This is an optimization exercise on Yosys and OpenROAD, whose aim is a short achievable clock period and few clock cycles per item, not a production implementation.
The RTL was checked by simulation tests, not by an equivalence proof against the original design.
Power figures rest on the tool's default switching activity, not on a simulated workload.

==> inputs of v12 <==
Design ksih, start of the top module:
module ksih (
    input  wire        clk,
    input  wire        rst,           
    output wire [3:0]  col_o,         
    input  wire [3:0]  row_i,         
    output wire [4:0]  out_o,         
    output wire        out_we_o,      
    input  wire        edge_i,        
    output wire        irq_o,         
    input  wire        invoke_i,      
    output wire        ret_o,         
    output wire        busy_o,        
    input  wire        hcmd_valid_i,  
    input  wire [10:0] hcmd_i,        
    output wire [7:0]  hrdata_o       
);
    localparam [2:0] OP_WRCOL = 3'd0, OP_RDCMB = 3'd1, OP_WROUT = 3'd2,
                     OP_ISTAT = 3'd3, OP_IDIS  = 3'd4, OP_ICLR  = 3'd5,
                     OP_IEN   = 3'd6;
    localparam [2:0] S_IDLE = 3'd0, S_DIS = 3'd1, S_CHK = 3'd2, S_COL = 3'd3,
                     S_RD   = 3'd4, S_OUT = 3'd5, S_CLR = 3'd6, S_EN  = 3'd7;
    localparam [7:0] CH_MASK   = 8'h01;
    localparam [4:0] NOKEY_OUT = 5'h10;
    reg [3:0] col_q;
    reg [4:0] out_q;
    reg       outv_q;
    reg       ier_q;
    reg       isr_q;
    reg [2:0] hs_q;
    reg [1:0] k_q;
    reg [3:0] p_q;
    reg [4:0] res_q;
    reg [7:0] hrdata_q;
    reg       out_we_q;
    reg       ret_q;
    reg  [10:0] seq_cmd;
    wire [4:0]  out_word = res_q[4] ? NOKEY_OUT : res_q;
    always @(*) begin
        case (hs_q)
            S_DIS:   seq_cmd = {OP_IDIS,  CH_MASK};
            S_CHK:   seq_cmd = {OP_ISTAT, 8'h00};
            S_COL:   seq_cmd = {OP_WRCOL, 4'h0, p_q};
            S_RD:    seq_cmd = {OP_RDCMB, 8'h00};
            S_OUT:   seq_cmd = {OP_WROUT, 3'b000, out_word};
            S_CLR:   seq_cmd = {OP_ICLR,  CH_MASK};
            S_EN:    seq_cmd = {OP_IEN,   CH_MASK};
            default: seq_cmd = 11'h000;
        endcase
    end
    wire        seq_valid  = (hs_q != S_IDLE);
    wire        host_valid = (hs_q == S_IDLE) && hcmd_valid_i && !invoke_i;
    wire        cmd_valid  = seq_valid || host_valid;
    wire [10:0] cmd        = seq_valid ? seq_cmd : hcmd_i;
    wire [2:0]  op         = cmd[10:8];
    wire [7:0]  arg        = cmd[7:0];
    reg [7:0] rd_data;
    always @(*) begin
        case (op)
            OP_RDCMB: rd_data = {row_i, col_q};
            OP_ISTAT: rd_data = {7'b0, isr_q};
            default:  rd_data = 8'h00;
        endcase
    end
    wire [4:0] dec;
    ksih_keydec u_keydec (
  ...
==> module ksih, before the edit <==
module ksih (
    input  wire        clk,
    input  wire        rst,           
    output wire [3:0]  col_o,         
    input  wire [3:0]  row_i,         
    output wire [4:0]  out_o,         
    output wire        out_we_o,      
    input  wire        edge_i,        
    output wire        irq_o,         
    input  wire        invoke_i,      
    output wire        ret_o,         
    output wire        busy_o,        
    input  wire        hcmd_valid_i,  
    input  wire [10:0] hcmd_i,        
    output wire [7:0]  hrdata_o       
);
    localparam [2:0] OP_WRCOL = 3'd0, OP_RDCMB = 3'd1, OP_WROUT = 3'd2,
                     OP_ISTAT = 3'd3, OP_IDIS  = 3'd4, OP_ICLR  = 3'd5,
                     OP_IEN   = 3'd6;
    localparam [2:0] S_IDLE = 3'd0, S_DIS = 3'd1, S_CHK = 3'd2, S_COL = 3'd3,
                     S_RD   = 3'd4, S_OUT = 3'd5, S_CLR = 3'd6, S_EN  = 3'd7;
    localparam [7:0] CH_MASK   = 8'h01;
    localparam [4:0] NOKEY_OUT = 5'h10;
    reg [3:0] col_q;
    reg [4:0] out_q;
    reg       outv_q;
    reg       ier_q;
    reg       isr_q;
    reg [2:0] hs_q;
    reg [1:0] k_q;
    reg [3:0] p_q;
    reg [4:0] res_q;
    reg [7:0] hrdata_q;
    reg       out_we_q;
    reg       ret_q;
    reg  [10:0] seq_cmd;
    wire [4:0]  out_word = res_q[4] ? NOKEY_OUT : res_q;
    always @(*) begin
        case (hs_q)
            S_DIS:   seq_cmd = {OP_IDIS,  CH_MASK};
            S_CHK:   seq_cmd = {OP_ISTAT, 8'h00};
            S_COL:   seq_cmd = {OP_WRCOL, 4'h0, p_q};
            S_RD:    seq_cmd = {OP_RDCMB, 8'h00};
            S_OUT:   seq_cmd = {OP_WROUT, 3'b000, out_word};
            S_CLR:   seq_cmd = {OP_ICLR,  CH_MASK};
            S_EN:    seq_cmd = {OP_IEN,   CH_MASK};
            default: seq_cmd = 11'h000;
        endcase
    end
    wire        seq_valid  = (hs_q != S_IDLE);
    wire        host_valid = (hs_q == S_IDLE) && hcmd_valid_i && !invoke_i;
    wire        cmd_valid  = seq_valid || host_valid;
    wire [10:0] cmd        = seq_valid ? seq_cmd : hcmd_i;
    wire [2:0]  op         = cmd[10:8];
    wire [7:0]  arg        = cmd[7:0];
    reg [7:0] rd_data;
    always @(*) begin
        case (op)
            OP_RDCMB: rd_data = {row_i, col_q};
            OP_ISTAT: rd_data = {7'b0, isr_q};
            default:  rd_data = 8'h00;
        endcase
    end
    wire [4:0] dec;
    ksih_keydec u_keydec (
        .addr ({rd_data[7:4], p_q}),
        .data (dec)
    );
    wire [3:0] p_rot = {p_q[2:0], p_q[3]};
    always @(posedge clk) begin
        if (rst) begin
            col_q    <= 4'b1111;
            outv_q   <= 1'b0;
            ier_q    <= 1'b0;
            isr_q    <= 1'b0;
            hrdata_q <= 8'h00;
            out_we_q <= 1'b0;
        end else begin
            out_we_q <= 1'b0;
            if (cmd_valid) begin
                case (op)
                    OP_WRCOL: col_q <= arg[3:0];
                    OP_WROUT: begin
                        out_q    <= arg[4:0];
                        outv_q   <= 1'b1;
                        out_we_q <= 1'b1;
                    end
                    OP_IDIS:  ier_q <= ier_q & ~arg[0];
                    OP_IEN:   ier_q <= ier_q | arg[0];
                    default:  ;
                endcase
            end
            if (cmd_valid && op == OP_ICLR)
                isr_q <= (isr_q & ~arg[0]) | edge_i;
            else
                isr_q <= isr_q | edge_i;
            if (host_valid && (op == OP_RDCMB || op == OP_ISTAT))
                hrdata_q <= rd_data;
        end
    end
    always @(posedge clk) begin
        if (rst) begin
            hs_q  <= S_IDLE;
            k_q   <= 2'd0;
            p_q   <= 4'b1110;
            res_q <= 5'h10;
            ret_q <= 1'b0;
        end else begin
            ret_q <= 1'b0;
            case (hs_q)
                S_IDLE: if (invoke_i) hs_q <= S_DIS;
                S_DIS:  hs_q <= S_CHK;
                S_CHK: begin
                    if (rd_data[0]) begin         
                        p_q   <= 4'b1110;
                        k_q   <= 2'd0;
                        res_q <= 5'h10;
                        hs_q  <= S_COL;
                    end else begin                
                        hs_q  <= S_IDLE;
                        ret_q <= 1'b1;
                    end
                end
                S_COL:  hs_q <= S_RD;
                S_RD: begin
                    res_q <= dec;
                    if (!dec[4] || k_q == 2'd3) begin
                        hs_q <= S_OUT;
                    end else begin
                        k_q  <= k_q + 2'd1;
                        p_q  <= p_rot;
                        hs_q <= S_COL;
                    end
                end
                S_OUT:  hs_q <= S_CLR;
                S_CLR:  hs_q <= S_EN;
                S_EN: begin
                    hs_q  <= S_IDLE;
                    ret_q <= 1'b1;
                end
                default: hs_q <= S_IDLE;
            endcase
        end
    end
    assign col_o    = col_q;
    assign out_o    = out_q;
    assign out_we_o = out_we_q;
    assign irq_o    = ier_q & isr_q;
    assign ret_o    = ret_q;
    assign busy_o   = (hs_q != S_IDLE);
    assign hrdata_o = hrdata_q;
endmodule
Settings: LEC_CHECK=0, CAP_MARGIN=20, CORE_MARGIN=2, CORE_UTILIZATION=40, SLEW_MARGIN=20; clock period 5.0 ns.
run.sh (not shown) runs the stock make flow with config.mk's settings and CLKGATE_MAP_FILE= SYNTH_SCRIPT=/design/flow/synth_recipe.tcl, a recipe that flattens the netlist after the stock synthesis.
==> v37: changes against v12 <==
==> flow/design.v (replaced) <==
module ksih_keydec (
    input  wire [7:0] addr,
    output reg  [4:0] data
);
    always @(*) begin
        case (addr)
            8'hE7: data = 5'h00;
            8'h77: data = 5'h01;
            8'h7B: data = 5'h02;
            8'h7D: data = 5'h03;
            8'hB7: data = 5'h04;
            8'hBB: data = 5'h05;
            8'hBD: data = 5'h06;
            8'hD7: data = 5'h07;
            8'hDB: data = 5'h08;
            8'hDD: data = 5'h09;
            8'h7E: data = 5'h0A;
            8'hBE: data = 5'h0B;
            8'hDE: data = 5'h0C;
            8'hEE: data = 5'h0D;
            8'hED: data = 5'h0E;
            8'hEB: data = 5'h0F;
            default: data = 5'h10;
        endcase
    end
endmodule
module ksih (
    input  wire        clk,
    input  wire        rst,           
    output wire [3:0]  col_o,         
    input  wire [3:0]  row_i,         
    output wire [4:0]  out_o,         
    output wire        out_we_o,      
    input  wire        edge_i,        
    output wire        irq_o,         
    input  wire        invoke_i,      
    output wire        ret_o,         
    output wire        busy_o,        
    input  wire        hcmd_valid_i,  
    input  wire [10:0] hcmd_i,        
    output wire [7:0]  hrdata_o       
);
    localparam [2:0] OP_WRCOL = 3'd0, OP_RDCMB = 3'd1, OP_WROUT = 3'd2,
                     OP_ISTAT = 3'd3, OP_IDIS  = 3'd4, OP_ICLR  = 3'd5,
                     OP_IEN   = 3'd6;
    localparam [3:0] PAT0 = 4'b1110, PAT1 = 4'b1101, PAT3 = 4'b0111;
    localparam [4:0] NOKEY_OUT = 5'h10;
    reg [3:0] col_q;
    reg [4:0] out_q;
    reg       ier_q;
    reg       isr_q;
    reg       busy_q;      
    reg       fin_q;       
    reg [3:0] pre_col_q;   
    reg [4:0] pre_res_q;   
    reg [7:0] hrdata_q;
    reg       out_we_q;
    reg       ret_q;
    wire [2:0] op  = hcmd_i[10:8];
    wire [7:0] arg = hcmd_i[7:0];
    wire host_valid = !busy_q && hcmd_valid_i && !invoke_i;
    wire start      = !busy_q && invoke_i;
    wire full       = isr_q | edge_i;
    wire [4:0] dec;
    ksih_keydec u_keydec (
        .addr ({row_i, col_q}),
        .data (dec)
    );
    wire       hit   = !dec[4];
    wire [3:0] rot   = {col_q[2:0], col_q[3]};
    wire       last  = (col_q == PAT3);
    wire       end_pre  = (rot == pre_col_q);
    wire       miss_end = last | end_pre;
    always @(posedge clk) begin
        if (rst) begin
            col_q    <= 4'b1111;
            ier_q    <= 1'b0;
            isr_q    <= 1'b0;
            hrdata_q <= 8'h00;
            out_we_q <= 1'b0;
            ret_q    <= 1'b0;
            busy_q   <= 1'b0;
            fin_q    <= 1'b0;
        end else begin
            out_we_q <= 1'b0;
            ret_q    <= 1'b0;
            isr_q    <= isr_q | edge_i;
            if (start) begin
                busy_q    <= 1'b1;
                pre_col_q <= (hit || last) ? col_q : 4'b1111;
                pre_res_q <= dec;
                if (!full) begin
                    ier_q <= 1'b0;
                    fin_q <= 1'b1;
                end else begin
                    ier_q <= 1'b1;
                    isr_q <= 1'b0;
                    if (col_q == PAT0) begin
                        if (hit) begin
                            out_q    <= dec;
                            out_we_q <= 1'b1;
                            fin_q    <= 1'b1;
                        end else begin
                            col_q <= PAT1;
                            fin_q <= 1'b0;
                        end
                    end else begin
                        col_q <= PAT0;
                        fin_q <= 1'b0;
                    end
                end
            end else if (busy_q) begin
                if (fin_q || hit || miss_end) begin
                    busy_q <= 1'b0;
                    ret_q  <= 1'b1;
                end
                if (!fin_q) begin
                    if (hit) begin
                        out_q    <= dec;
                        out_we_q <= 1'b1;
                    end else if (miss_end) begin
                        out_q    <= end_pre ? pre_res_q : NOKEY_OUT;
                        out_we_q <= 1'b1;
                        if (!last) col_q <= rot;
                    end else begin
                        col_q <= rot;
                    end
                end
            end else if (host_valid) begin
                case (op)
                    OP_WRCOL: col_q <= arg[3:0];
                    OP_RDCMB: hrdata_q <= {row_i, col_q};
                    OP_WROUT: begin
                        out_q    <= arg[4:0];
                        out_we_q <= 1'b1;
                    end
                    OP_ISTAT: hrdata_q <= {7'b0, isr_q};
                    OP_IDIS:  if (arg[0]) ier_q <= 1'b0;
                    OP_ICLR:  if (arg[0]) isr_q <= edge_i;
                    OP_IEN:   if (arg[0]) ier_q <= 1'b1;
                    default:  ;
                endcase
            end
        end
    end
    assign col_o    = col_q;
    assign out_o    = out_q;
    assign out_we_o = out_we_q;
    assign irq_o    = ier_q & isr_q;
    assign ret_o    = ret_q;
    assign busy_o   = busy_q;
    assign hrdata_o = hrdata_q;
endmodule
==> run notes <==
- v12 finished with timing, DRC and antenna clean. v37 completed with no timing, DRC or antenna violations.
- Against v12, the hold slack of v37 is lower by 0.0088 ns.
- Clock-buffer cell count: v37 is lower than v12 (1).
- Against v12, the sequential power of v37 is larger by about 30%.
- Final area: v12 is lower than v37 (2.5%).
- First-iteration DRC count: v37 is larger than v12 (about 40%).
- Of v12 and v37, v12 has the higher non-clock buffer count (gap 2).
- Of v12 and v37, v12 has the higher clock skew (gap 0.0027 ns).
- Of v12 and v37, v37 has the higher die area (gap 6.5%, measured against v37).
- In via count, v37 and v12 hardly differ.
==> figures <==
| item | v12 | v37 |
|---|---|---|
| Required time of the critical path | 5.19 ns | 4.93 ns |
| Number of placed instances with taps included | 331 | 325 |
| Clock network power | 236 uW | 199 uW |
| Pwr Total | 624 uW | 958 uW |
| Peak Freq | 0.308 GHz | 0.293 GHz |
| Post-Synth Simple-Gate Area | 27.9% | 27.4% |
| Run status | timing/DRC/antenna clean | timing/DRC/antenna clean |
| Cell area after synthesis | 1980 um2 | 2130 um2 |
| Power attributed to sequential cells | 301 uW | 389 uW |
| Max-Slew Margin vs Limit | 59.6% | 44.1% |
| Post-synth top area cell | sky130_fd_sc_hd__dfxtp_1 | sky130_fd_sc_hd__edfxtp_1 |
| Non-clk buf share | 15.6% | 14.6% |
| R2R Setup Slk | 2.56 ns | 2.18 ns |
| Global Route met1 Usage | 25.0% | 28.9% |
| Clock network area share | 4.35% | 3.45% |
| Design internal power | 460 uW | 575 uW |
| Syn Inst Count | 243 | 237 |
| Terminating pin of the worst hold path | res_q[1]$_SDFFE_PP0P_ | hrdata_q[7]$_SDFFE_PP0P_ |
| Share of the synthesized area in the top cell type | 30.3% | 19.8% |
| Die boundary height | 74.4 um | 76.9 um |
Testbench counts of v37, summed over its fixed seeds: cycles 10,537, runs 3,200.

static timing again, ports no longer ideal:
In the flow no input, the clock included, has a driving cell. The finished layouts below were timed again as built, in two steps. Step 1 (the two cells are an assumption about what drives the block):
set clk [get_ports {clk}]
set_driving_cell -lib_cell sky130_fd_sc_hd__clkbuf_16 $clk
set_driving_cell -lib_cell sky130_fd_sc_hd__buf_2 [delete_from_list [all_inputs] $clk]
Step 2 also shifts input and output timing later by t, the mid clock arrival at the registers, as if the neighbouring blocks saw the same clock. Three values: ideal ports, drivers, drivers and shift; two values: the first two.
run | t (ns) | setup WS [ns] | worst setup path after step 2 | worst register clock-pin slew, ns | cell pins on the clock port's net
v12 | 0.316 | 1.757 / 1.760 / 1.445 | input to register | 0.07 / 0.07 | 1
v37 | 0.312 | 1.583 / 1.589 / 1.277 | input to register | 0.07 / 0.07 | 1
After both steps setup and hold are still met in every run listed. The setup slack of v12, which loses most, moves by +0.003 ns with the drivers and by -0.312 ns with both steps.
